Background: an optimization exercise with open tools, aiming at small area, a short achievable clock period and few clock cycles. Do not read the settings as production practice. In this exercise RTL edits were held to simulation tests only and were not proved equivalent to the original. Power and IR drop assume default switching activity.

==> design/flow/run.sh <==
#!/bin/bash
# synth_recipe.tcl (not shown) runs the flow's synth.tcl, then flattens the netlist and writes it again
# the make line also repeats each setting of config.mk as NAME=value (left out here)
make -C /OpenROAD-flow-scripts/flow DESIGN_CONFIG=/design/flow/config.mk WORK_HOME=/design/flow/orfs CLKGATE_MAP_FILE= SYNTH_SCRIPT=/design/flow/synth_recipe.tcl finish
==> design/flow/config.mk <==
export PLATFORM = sky130hd
export DESIGN_NAME = mx_frame_tx
export DESIGN_NICKNAME = mx_frame_tx
export VERILOG_FILES = /design/flow/design.v
export SDC_FILE = /design/flow/constraint.sdc
export NUM_CORES = 4
export LEC_CHECK = 0
export CAP_MARGIN = 20
export CORE_MARGIN = 2
export CORE_UTILIZATION = 40
export SLEW_MARGIN = 20
==> design/flow/constraint.sdc <==
create_clock -name core_clock -period 10.0 [get_ports {clk}]
set_input_delay 2.0000 -clock core_clock [delete_from_list [all_inputs] [get_ports {clk}]]
set_output_delay 2.0000 -clock core_clock [all_outputs]
set_load 0.01 [all_outputs]
==> design/flow/design.v <==
`timescale 1ns/1ps
module mx_frame_tx (
    input  wire       clk,
    input  wire       rst,
    input  wire       cmd_valid,
    output wire       cmd_ready,
    input  wire [7:0] cmd_len,
    input  wire       in_valid,
    output wire       in_ready,
    input  wire [7:0] in_data,
    output reg        w_valid,
    input  wire       w_ready,
    output reg  [7:0] w_data,
    output reg        w_last,
    output reg        rej
);
    localparam integer M    = 5;
    localparam integer MAXF = 160;
    localparam [7:0] SENT_END   = 8'h00;
    localparam [7:0] SENT_BEGIN = 8'h01;
    localparam [7:0] SENT_ENC   = 8'hFE;
    localparam [31:0] FNV_OFFSET = 32'h811C9DC5;
    function [31:0] fnv_up;
        input [31:0] h;
        input [7:0]  b;
        reg   [31:0] x;
        begin
            x = h ^ {24'd0, b};
            fnv_up = x * 32'h01000193;
        end
    endfunction
    function [7:0] b64_sym;
        input [5:0] v;
        begin
            if (v < 6'd26)       b64_sym = 8'h41 + {2'b00, v};
            else if (v < 6'd52)  b64_sym = 8'h61 + {2'b00, v} - 8'd26;
            else if (v < 6'd62)  b64_sym = 8'h30 + {2'b00, v} - 8'd52;
            else if (v == 6'd62) b64_sym = 8'h2B;
            else                 b64_sym = 8'h2F;
        end
    endfunction
    function is_sent;
        input [7:0] b;
        begin
            is_sent = (b == SENT_END) || (b == SENT_BEGIN) || (b == SENT_ENC);
        end
    endfunction
    reg  [7:0]  rem;      
    reg  [4:0]  sn;       
    reg         pend;     
    reg         lact;     
    reg  [2:0]  lplen;    
    reg  [2:0]  lidx;     
    reg  [7:0]  lhdr;     
    reg  [7:0]  lpay [0:M-1];
    wire lfull = lact && (lidx == lplen);
    wire take;            
    wire lstart = pend && (!lact || take);
    assign cmd_ready = !pend && !(lact && !lfull);
    assign in_ready  = lact && (lidx != lplen);
    wire       rem_le5 = (rem <= 8'd5);
    wire [2:0] rem_p   = rem_le5 ? rem[2:0] : 3'd5;
    always @(posedge clk) begin
        if (in_valid && in_ready)
            lpay[lidx] <= in_data;
    end
    always @(posedge clk) begin
        if (rst) begin
            rem   <= 8'd0;
            sn    <= 5'd0;
            pend  <= 1'b0;
            lact  <= 1'b0;
            lplen <= 3'd0;
            lidx  <= 3'd0;
            lhdr  <= 8'd0;
            rej   <= 1'b0;
        end else begin
            rej <= 1'b0;
            if (cmd_valid && cmd_ready) begin
                if (cmd_len > MAXF) begin
                    rej <= 1'b1;
                end else begin
                    rem  <= cmd_len;
                    sn   <= 5'd0;
                    pend <= 1'b1;
                end
            end
            if (lstart) begin
                lact  <= 1'b1;
                lplen <= rem_p;
                lidx  <= 3'd0;
                lhdr  <= {rem_le5, sn == 5'd0, 1'b0, sn};
                rem   <= rem - {5'd0, rem_p};
                sn    <= sn + 5'd1;
                pend  <= !rem_le5;
            end else begin
                if (take)
                    lact <= 1'b0;
                if (in_valid && in_ready) begin
                    lidx <= lidx + 3'd1;
                    if (is_sent(in_data)) lhdr[5] <= 1'b1;
                end
            end
        end
    end
    reg         eact;     
    reg         ebin;     
    reg         efe;      
    reg  [3:0]  cnt;      
    reg  [47:0] sreg;     
    reg  [31:0] hash;
    reg  [1:0]  ph;       
    reg  [5:0]  lo;       
    reg         eq;       
    reg  [7:0] sb;
    always @(*) begin
        case (cnt)
        4'd0:    sb = 8'd0;
        4'd1:    sb = hash[23:16] ^ hash[31:24];
        4'd2:    sb = hash[15:8];
        4'd3:    sb = hash[7:0];
        default: sb = sreg[47:40];
        endcase
    end
    wire hashing = (cnt >= 4'd4);
    reg  [5:0] sv;
    reg  [5:0] lo_n;
    always @(*) begin
        case (ph)
        2'd0:    begin sv = sb[7:2];            lo_n = {sb[1:0], 4'd0}; end
        2'd1:    begin sv = {lo[5:4], sb[7:4]}; lo_n = {sb[3:0], 2'd0}; end
        2'd2:    begin sv = {lo[5:2], sb[7:6]}; lo_n = sb[5:0];         end
        default: begin sv = lo;                 lo_n = lo;              end
        endcase
    end
    wire t_end  = (cnt == 4'd1);
    wire b_end  = (ph == 2'd3) && (cnt == 4'd0);
    wire c_end  = ebin ? (!efe && b_end) : t_end;
    wire adv    = eact && w_ready;
    wire consume = adv && (ebin ? (!efe && ph != 2'd3 && cnt != 4'd0) : 1'b1);
    assign take = lfull && (!eact || (adv && c_end));
    always @(*) begin
        w_valid = eact;
        w_last  = 1'b0;
        if (!ebin) begin
            w_data = sb;
            w_last = t_end;
        end else if (efe) begin
            w_data = SENT_ENC;
        end else begin
            w_data = eq ? 8'h3D : b64_sym(sv);
            w_last = b_end;
        end
    end
    always @(posedge clk) begin
        if (rst) begin
            eact <= 1'b0;
            ebin <= 1'b0;
            efe  <= 1'b0;
            cnt  <= 4'd0;
            sreg <= 48'd0;
            hash <= FNV_OFFSET;
            ph   <= 2'd0;
            lo   <= 6'd0;
            eq   <= 1'b0;
        end else begin
            if (consume) begin
                cnt  <= cnt - 4'd1;
                sreg <= {sreg[39:0], 8'd0};
                if (hashing)
                    hash <= fnv_up(hash, sreg[47:40]);
                else if (t_end)
                    hash <= FNV_OFFSET;
            end
            if (adv && ebin) begin
                if (efe) begin
                    efe <= 1'b0;
                end else begin
                    ph <= ph + 2'd1;
                    lo <= lo_n;
                    if (cnt == 4'd0 && (ph == 2'd1 || ph == 2'd2))
                        eq <= 1'b1;
                end
            end
            if (take) begin
                eact <= 1'b1;
                ebin <= lhdr[5];
                efe  <= lhdr[5];
                cnt  <= {1'b0, lplen} + 4'd4;
                sreg <= {lhdr, lpay[0], lpay[1], lpay[2], lpay[3], lpay[4]};
                ph   <= 2'd0;
                eq   <= 1'b0;
            end else if (adv && c_end) begin
                eact <= 1'b0;
            end
        end
    end
endmodule
==> reports/results.txt, run 1 <==
Setup repair after global routing missed its margin = false
# H-tree levels = 4
Grt peak-use layer = met2
Port buffer count = 33
Worst voltage drop across the vdd grid = 249 uV
Worst Setup End Kind = primary output
Antenna viol nets, final = 0
Post-cts hold buffer count = 0
Post-route core utilization = 44.8%
Layout overhead on the synthesized area = 10.2%
Met2 Resource Use GR = 30.3%
Post-detailed-route via-to-cell ratio = 5.25
Highest clock frequency the design can meet = 148 MHz
Critical Path Max Stage Delay = 680 ps
Hold Path Class = reg2reg
Async SR Flop Fraction = 0%
Number of warnings issued by yosys = 1
GRT Util Overall = 18.1%
Final Cycle Share = 67.7%
Final estimated routing congestion in global placement = 0.827
Outcome = timing/DRC/antenna clean
Violation count after the first detailed-route iteration = 656
Clock latency on the worst-skew pair = 440 ps
Critical path arrival = 4770 ps
Final instance area = 14600 um^2
Cell area after synthesis = 13200 um^2
CTS sink cnt = 166
Worst Max-Slew Pin Slew = 1000 ps
GR met3 Demand/Resource = 2.45%
Relative slew slack = 33.2%
Maximum root-to-sink buffer count = 2
Unique cell type count in the Yosys netlist = 78
Total DRC errors in the routed layout = 0
Layout cells sized above 1 = 4.69%
Sum of net half-perimeters after detailed placement = 22900 um
Static leakage = 0.00679 uW
Post-CTS Setup Bufs = 0
Worst hold-check slack = 460 ps
Final nets = 1713
Master of the slowest instance on the critical path = sky130_fd_sc_hd__or4_1
Placement-stage cell area = 14000 um^2
Top cells by area, synth = sky130_fd_sc_hd__ha_1, sky130_fd_sc_hd__dfxtp_1, sky130_fd_sc_hd__fa_1, sky130_fd_sc_hd__edfxtp_1, sky130_fd_sc_hd__inv_1
Area inside the core boundary = 32500 um^2
Horiz. Die Dim = 186 um
Top cell family by delay on the critical path = simple AND/OR/NAND/NOR gates
Number of cells produced by synthesis = 1407
Maximum number of pins on one net before global-route repair = 99
Area share of the leading cell type in the synthesized netlist = 19.1%
Cell with the most instances after synthesis = sky130_fd_sc_hd__inv_1
Post-cts repair resize count = 0
Finish-stage setup viols = 0
Met1 routing resource usage after global routing = 25.0%
Worst slack at placement = 3750 ps
Worst endpoint required time = 8000 ps
Final Hold Vio Count = 0
Initial Utilization = 40.7%
Synthesized Nets = 1704
Clock buffers created by TritonCTS = 17
Final count of pins violating max slew = 0
Overflow after GRT = 0
Crit path cell chain = inv_1 > ha_1 > or4_1 > a21boi_1 > or2_1 > a22oi_1 > o21ai_2 > inv_1 > ha_1 > or3_1 > nand2b_1 > mux2_4 > o211ai_2 > a21oi_2 > clkdlybuf4s50_1
Number of global-route vias before repair = 9614
PwrDens = 319 nW/um^2
Setup_tns = 0 ps
Maximum net fanout on the critical path = 9
Number of antenna violations at the first check in global routing = 0
List of most frequent post-synthesis cells = sky130_fd_sc_hd__inv_1, sky130_fd_sc_hd__ha_1, sky130_fd_sc_hd__dfxtp_1
Number of rows created at floorplan = 66
Ant. Diodes = 0
Number of placed I/O pins = 34
Wirelength per Cell = 16.2 um
Worst setup SP type = flop
Avg Cell Area, Syn = 9.41 um^2
Root buffer selected by CTS = sky130_fd_sc_hd__clkbuf_16
Post-layout minimum cycle time = 6770 ps
Count of flip-flops with a built-in enable after synthesis = 40
Length of the first detailed-routing pass in iterations = 5
Largest clock skew in the final design = 17.0 ps
Total detailed-routing wirelength = 30400 um
Flops & latches, synth = 166
Top cell type by total area after synthesis = sky130_fd_sc_hd__ha_1
Floorplan die area = 34600 um^2
Final worst-path setup slack = 3230 ps
Buffers & Inverters on Critical Path = 3
Critical Setup Path Class = reg2out
Via count = 9830
Clock-pin slew reported for the worst setup and hold paths after clock tree synthesis = 70 ps
First-pass GRT wire length = 49500 um
Share of synthesized area occupied by flip-flops and latches = 28.1%
Dominant register cell in the synthesized netlist = sky130_fd_sc_hd__dfxtp_1
Die height = 186 um
CTS tree = done
Max-cap violations = 0
-- path summary, 6_finish.rpt --
path	start	slack, ps	to	depth (start not counted)
worst max-delay path	cnt[0]$_SDFFE_PP0P_	3230	w_data[2]	15
worst min-delay path	lhdr[2]$_SDFFE_PP0P_	460	lhdr[2]$_SDFFE_PP0P_	2
worst max register to register	hash[6]$_SDFFE_PP1P_	4030	hash[31]$_SDFFE_PP1P_	18
worst min register to register	lhdr[2]$_SDFFE_PP0P_	460	lhdr[2]$_SDFFE_PP0P_	2
-- power breakdown --
| part | switching [uW] | leakage (uW) | internal, uW |
|---|---|---|---|
| Sequential | 49.7 | 0.00138 | 730 |
| Combinational | 1830 | 0.00513 | 1380 |
| Clock | 312 | 0.000279 | 352 |
-- through the flow --
| step | total power, uW | std cells |
|---|---|---|
| after floorplan | 3280 | 1407 |
| after global placement | 3980 | 1838 |
| after detailed placement | 4000 | 1838 |
| after CTS | 4690 | 1870 |
| after global routing | 5120 | 1871 |
| final | 4650 | 1871 |
-- kinds of logic after synthesis --
| group | count (synthesis) | share of synthesized area, % |
|---|---|---|
| flops | 166 | 28.1 |
| simple gates | 303 | 10.7 |
| mux | 44 | 3.38 |
| buf+inv | 258 | 7.43 |
| fa+ha+maj | 276 | 30.3 |
| compound gates | 289 | 15.4 |
| xor+xnor | 71 | 4.70 |
-- placed cells by master (no fill, tap or decap), drive strengths merged, types with 4 or more instances in the layout --
cell / netlist / routed
a31oi: 5 / 5
xor2: 26 / 26
o211ai: 8 / 8
nand2: 70 / 70
mux2i: 41 / 41
or3: 4 / 4
nand4: 7 / 7
ha: 202 / 202
nand3: 24 / 24
nor4: 4 / 4
and3: 7 / 7
or2: 11 / 11
nand2b: 21 / 21
fa: 74 / 74
a22oi: 18 / 18
a22o: 11 / 11
xnor2: 45 / 45
o21a: 8 / 8
o2111ai: 4 / 4
edfxtp: 40 / 40
clkinv: 0 / 5
a21oi: 72 / 72
clkbuf: 39 / 18
o22ai: 16 / 16
nor2b: 5 / 5
clkdlybuf4s50: 0 / 32
nor3: 23 / 23
buf: 14 / 11
a21boi: 6 / 6
a221oi: 5 / 5
dfxtp: 126 / 126
o21ai: 34 / 34
inv: 205 / 212
nor2: 111 / 111
a211oi: 52 / 52
a21o: 16 / 16
-- layer usage --
metal  vias up  wire (um)
met5         -          0
met4         0        310
met3        22        901
met2       176      14400
met1      4735      14700
li1       4897          -
-- worst reg2reg max path, stage by stage (launching register included) --
cell,delay [ps]
sky130_fd_sc_hd__dfxtp_1,380
sky130_fd_sc_hd__xor2_1,640
sky130_fd_sc_hd__ha_1,360
sky130_fd_sc_hd__ha_1,310
sky130_fd_sc_hd__fa_1,490
sky130_fd_sc_hd__ha_1,220
sky130_fd_sc_hd__fa_1,480
sky130_fd_sc_hd__ha_1,290
sky130_fd_sc_hd__inv_1,50
sky130_fd_sc_hd__fa_1,530
sky130_fd_sc_hd__inv_1,40
sky130_fd_sc_hd__ha_1,330
sky130_fd_sc_hd__a211o_1,310
sky130_fd_sc_hd__o21ai_0,480
sky130_fd_sc_hd__o211ai_1,340
sky130_fd_sc_hd__a211oi_1,290
sky130_fd_sc_hd__o21bai_1,100
sky130_fd_sc_hd__xnor2_1,140
sky130_fd_sc_hd__a2bb2oi_1,70
-- sequential cells by signal (all words and copies together), names as in the netlist, 4 cells and up --
signal and cells:
cnt 4, hash 32, lhdr 8, lo 6, lpay 40, rem 8
sn 5, sreg 48
-- area by class of cell --
cell class	count	area, um^2
clock inverters	14	144
clock buffers	18	429
multi-input cells	983	8550
repair buffers	43	423
fillers	3199	17900
well taps	442	553
inverters	205	769
flip-flops and latches	166	3720
Testbench counts, summed over its fixed seeds: cycles 23,712.
==> inputs of run 2 (changes only) <==
--- a/design/flow/design.v
+++ b/design/flow/design.v
@@ -23,10 +23,17 @@
     function [31:0] fnv_up;
         input [31:0] h;
         input [7:0]  b;
-        reg   [31:0] x;
+        reg   [31:0] x, r0, r1, r2, r3, r4, r5;
+        reg   [31:0] s1, c1, s2, c2, s3, c3, s4, c4;
         begin
-            x = h ^ {24'd0, b};
-            fnv_up = x * 32'h01000193;
+            x  = h ^ {24'd0, b};
+            r0 = x;       r1 = x << 1;  r2 = x << 4;
+            r3 = x << 7;  r4 = x << 8;  r5 = x << 24;
+            s1 = r0 ^ r1 ^ r2;  c1 = ((r0 & r1) | (r0 & r2) | (r1 & r2)) << 1;
+            s2 = r3 ^ r4 ^ r5;  c2 = ((r3 & r4) | (r3 & r5) | (r4 & r5)) << 1;
+            s3 = s1 ^ c1 ^ s2;  c3 = ((s1 & c1) | (s1 & s2) | (c1 & s2)) << 1;
+            s4 = s3 ^ c3 ^ c2;  c4 = ((s3 & c3) | (s3 & c2) | (c3 & c2)) << 1;
+            fnv_up = s4 + c4;
         end
     endfunction
     function [7:0] b64_sym;
==> run 2 against run 1 <==
Against the previous run: still clean on timing, DRC and antenna; synthesized cell count shrank 14%; final area decreased by 13%; fmax increased by 6.7%; register-to-register slack better by 410 ps; count of clock-buffer cells in the layout shrank 1; sequential power is 2% lower; via count decreased by 12%; global-route usage rose by 0.93 points; non-clock buffer count shrank 1; die area fell by 15%; critical path type unchanged; largest cell class unchanged.
==> reports/results.txt, run 2 <==
Critical Setup Path Class = reg2out
PwrDens = 204 nW/um^2 (-36%)
Post-CTS Setup Bufs = 0 (unchanged)
Maximum net fanout on the critical path = 9 (unchanged)
Top cells by area, synth = sky130_fd_sc_hd__dfxtp_1, sky130_fd_sc_hd__fa_1, sky130_fd_sc_hd__edfxtp_1, sky130_fd_sc_hd__ha_1, sky130_fd_sc_hd__nor2_1
Hold Path Class = reg2reg
CTS sink cnt = 166 (unchanged)
Async SR Flop Fraction = 0% (unchanged)
Worst Setup End Kind = primary output
Top library cells by usage in the layout, fill and taps aside = sky130_fd_sc_hd__nor2_1, sky130_fd_sc_hd__dfxtp_1, sky130_fd_sc_hd__inv_1, sky130_fd_sc_hd__a21oi_1, sky130_fd_sc_hd__fa_1
Length of the first detailed-routing pass in iterations = 6 (+1)
Flops & latches, synth = 166 (unchanged)
Sw Ratio = 39.7% (-7.5 points)
Final Cycle Share = 63.4% (-4.3 points)
Final instance area = 12600 um^2 (-13%)
Antenna viol nets, final = 0 (unchanged)
Sum of net half-perimeters after detailed placement = 20200 um (-12%)
Root buffer selected by CTS = sky130_fd_sc_hd__clkbuf_16
Violation count after the first detailed-route iteration = 534 (-19%)
Most common cell after layout, fill and taps aside = sky130_fd_sc_hd__nor2_1
Count of flip-flops with a built-in enable after synthesis = 40 (unchanged)
Max reg flops = 48 (unchanged)
Outcome = timing/DRC/antenna clean
Layout overhead on the synthesized area = 12.1%
Worst voltage drop across the vdd grid = 128 uV (-48%)
# H-tree levels = 4 (unchanged)
Master of the slowest instance on the critical path = sky130_fd_sc_hd__or4_4
Total DRC errors in the routed layout = 0 (unchanged)
Die height = 172 um (-7.5%)
Setup_tns = 0 ps (unchanged)
Final Hold Vio Count = 0 (unchanged)
Clock power share = 26.4% (+12 points)
First-pass GRT wire length = 44100 um (-11%)
GRT Util Overall = 19.0% (+0.93 points)
Total detailed-routing wirelength = 27100 um (-11%)
Unique cell type count in the Yosys netlist = 79 (+1.3%)
Placement-stage cell area = 11900 um^2 (-15%)
Port buffer count = 33 (unchanged)
Number of cells produced by synthesis = 1204 (-14%)
CTS tree = done
Registers with the highest flip-flop counts = sreg (48), lpay (40), hash (32)
Final nets = 1383 (-19%)
Overflow after GRT = 0 (unchanged)
Clock-pin slew reported for the worst setup and hold paths after clock tree synthesis = 70 ps (about the same)
Final count of pins violating max slew = 0 (unchanged)
Max-cap violations = 0 (unchanged)
Synthesized-area fraction occupied by ao, oa, aoi and oai cells = 17.2% (+1.8 points)
Initial Utilization = 40.6% (-0.098 points)
Clock latency on the worst-skew pair = 430 ps (about the same)
Post-layout minimum cycle time = 6340 ps (-427 ps)
Critical path arrival = 4340 ps (-430 ps)
Avg Cell Area, Syn = 9.37 um^2 (-0.46%)
Floorplan die area = 29600 um^2 (-15%)
Number of antenna violations at the first check in global routing = 0 (unchanged)
Met2 Resource Use GR = 32.9% (+2.7 points)
Area inside the core boundary = 27800 um^2 (-15%)
Share of power burned in combinational logic = 44.1% (-25 points)
Horiz. Die Dim = 172 um (-7.5%)
Multiplexer share of the synthesized area = 4.01% (+0.62 points)
Sequential share of power = 29.6% (+13 points)
Dominant register cell in the synthesized netlist = sky130_fd_sc_hd__dfxtp_1
Critical Path Max Stage Delay = 620 ps (-60 ps)
Share of synthesized area occupied by flip-flops and latches = 33.0% (+4.9 points)
Ant. Diodes = 0 (unchanged)
Post-cts hold buffer count = 0 (unchanged)
Switching power total = 1030 uW (-53%)
Grt peak-use layer = met2
Setup repair after global routing missed its margin = false
Synthesized Nets = 1370 (-20%)
Wirelength per Cell = 16.9 um (+3.9%)
Worst endpoint required time = 8000 ps (about the same)
Static leakage = 0.00530 uW (-22%)
Top cell type by total area after synthesis = sky130_fd_sc_hd__dfxtp_1
Post-detailed-route via-to-cell ratio = 5.37 (+2.3%)
Placed cell count = 1574 (-14%)
Adder and majority cell fraction of the synthesized area = 20.9% (-9.3 points)
Cell Int Power = 1560 uW (-37%)
Register bank with the most flops = sreg
Filler-free cell count of the finished design = 1608 (-14%)
Clock buffers created by TritonCTS = 17 (unchanged)
Cell with the most instances after synthesis = sky130_fd_sc_hd__nor2_1
Worst setup SP type = flop
Crit path cell chain = inv_1 > ha_1 > or4_4 > a21boi_1 > or2_2 > nand2_1 > and3_1 > clkinv_1 > ha_1 > a21oi_2 > o21ai_4 > mux2i_1 > o21ai_1 > a21oi_1 > a21oi_1 > clkdlybuf4s50_1
Number of placed I/O pins = 34 (unchanged)
Area fraction in and, or, nand and nor cells after synthesis = 13.1% (+2.4 points)
List of most frequent post-synthesis cells = sky130_fd_sc_hd__nor2_1, sky130_fd_sc_hd__dfxtp_1, sky130_fd_sc_hd__inv_1
Layout cells sized above 1 = 6.10% (+1.4 points)
Final estimated routing congestion in global placement = 0.877 (+6.0%)
Number of warnings issued by yosys = 1 (unchanged)
Post-synthesis xor/xnor area fraction = 5.67% (+0.97 points)
GR met3 Demand/Resource = 2.24% (-0.20 points)
Maximum number of pins on one net before global-route repair = 104 (+5.1%)
Number of rows created at floorplan = 61 (-7.6%)
Finish-stage setup viols = 0 (unchanged)
Via count = 8642 (-12%)
Number of global-route vias before repair = 8377 (-13%)
Worst Max-Slew Pin Slew = 1000 ps (-0.846 ps)
Relative slew slack = 33.3% (+0.056 points)
Cell area after synthesis = 11300 um^2 (-15%)
Largest clock skew in the final design = 13.6 ps (-3.39 ps)
Maximum root-to-sink buffer count = 2 (unchanged)
Post-cts repair resize count = 0 (unchanged)
Met1 routing resource usage after global routing = 25.6% (+0.58 points)
Largest family of logic cells by synthesized area = adder cells
Highest clock frequency the design can meet = 158 MHz (+6.7%)
Area share of the leading cell type in the synthesized netlist = 22.4% (+3.3 points)
-- run 2: worst max-delay path: cells and delay by family (launching register included) --
family / cells / cell delay (ps)
compound gates: 6 / 830
fa+ha+maj: 2 / 640
buf+inv: 3 / 790
flops: 1 / 380
mux: 1 / 200
simple gates: 4 / 1070
-- run 2: worst paths after layout --
kind                               from               endpoint  slack [ps]  depth (start not counted)
hold / removal     lhdr[1]$_SDFFE_PP0P_   lhdr[1]$_SDFFE_PP0P_         460                          2
setup reg to reg  sreg[47]$_SDFFE_PP0P_  hash[31]$_SDFFE_PP1P_        4440                         18
hold reg to reg    lhdr[1]$_SDFFE_PP0P_   lhdr[1]$_SDFFE_PP0P_         460                          2
setup / recovery    cnt[0]$_SDFFE_PP0P_              w_data[1]        3660                         16
-- run 2: logic make-up (layout without fill, tap and decap cells) --
logic type / Yosys count / in the layout
AO/OA/AOI/OAI: 283 / 283
XOR/XNOR: 73 / 73
adder cells (fa/ha/maj): 145 / 145
buffers and inverters: 173 / 199
flip-flops: 166 / 166
multiplexers: 45 / 45
AND/OR/NAND/NOR: 319 / 319
-- run 2: metrics by stage --
stage	utilization (%)	setup slack, ps	hold slack, ps	power (uW)
global placement	43.0	4090	443	1900
CTS	45.3	3670	458	2590
floorplan	-	4730	428	1600
detailed placement	43.0	4010	448	1900
global route	45.5	3280	480	2750
finish	45.5	3660	462	2580
-- run 2: cell type report --
type,instances,area (um^2)
clock buffer,17,425
timing repair buffer,42,435
multi-input combinational,865,6910
inverter,125,469
clock inverter,15,205
sequential,166,3720
tap,378,473
fill,2729,15100
-- run 2: per-layer routing --
metal / vias to the layer above / part of all wire, % / wire length [um]
li1: 4233 / - / -
met1: 4187 / 46 / 12500
met2: 194 / 49 / 13400
met3: 28 / 3.5 / 961
met4: 0 / 0.89 / 242
met5: - / 0 / 0
-- run 2: power groups by stage --
stage	clock [uW]	sequential, uW	combinational [uW]
floorplan	0	763	839
global placement	0	778	1120
detailed placement	0	778	1130
CTS	697	763	1140
global route	722	768	1260
finish	681	763	1140
Testbench counts of run 2, summed over its fixed seeds: cycles 23,712.

separate check: timing with driven ports:
The results above use ideal ports. As a check the final layouts listed here were re-extracted and re-timed, cells and wires unchanged. Step 1, drivers: a clkbuf_16 drives clk and a buf_2 each remaining input, both assumed. Step 2 moves the port delays by t, midway between the first and last clock arrival at a register: inputs arrive t later, outputs are due t later. That takes back most of the time a late clock gives input paths. Slacks: ideal / step 1 / step 2; pairs: ideal / step 1.
run | shift t [ns] | setup slack, ns | worst setup path after step 2
run 1 | 0.483 | 3.228 / 3.179 / 3.663 | register to output
run 2 | 0.472 | 3.656 / 3.608 / 4.080 | register to output
After both steps setup and hold are still met in every run listed.
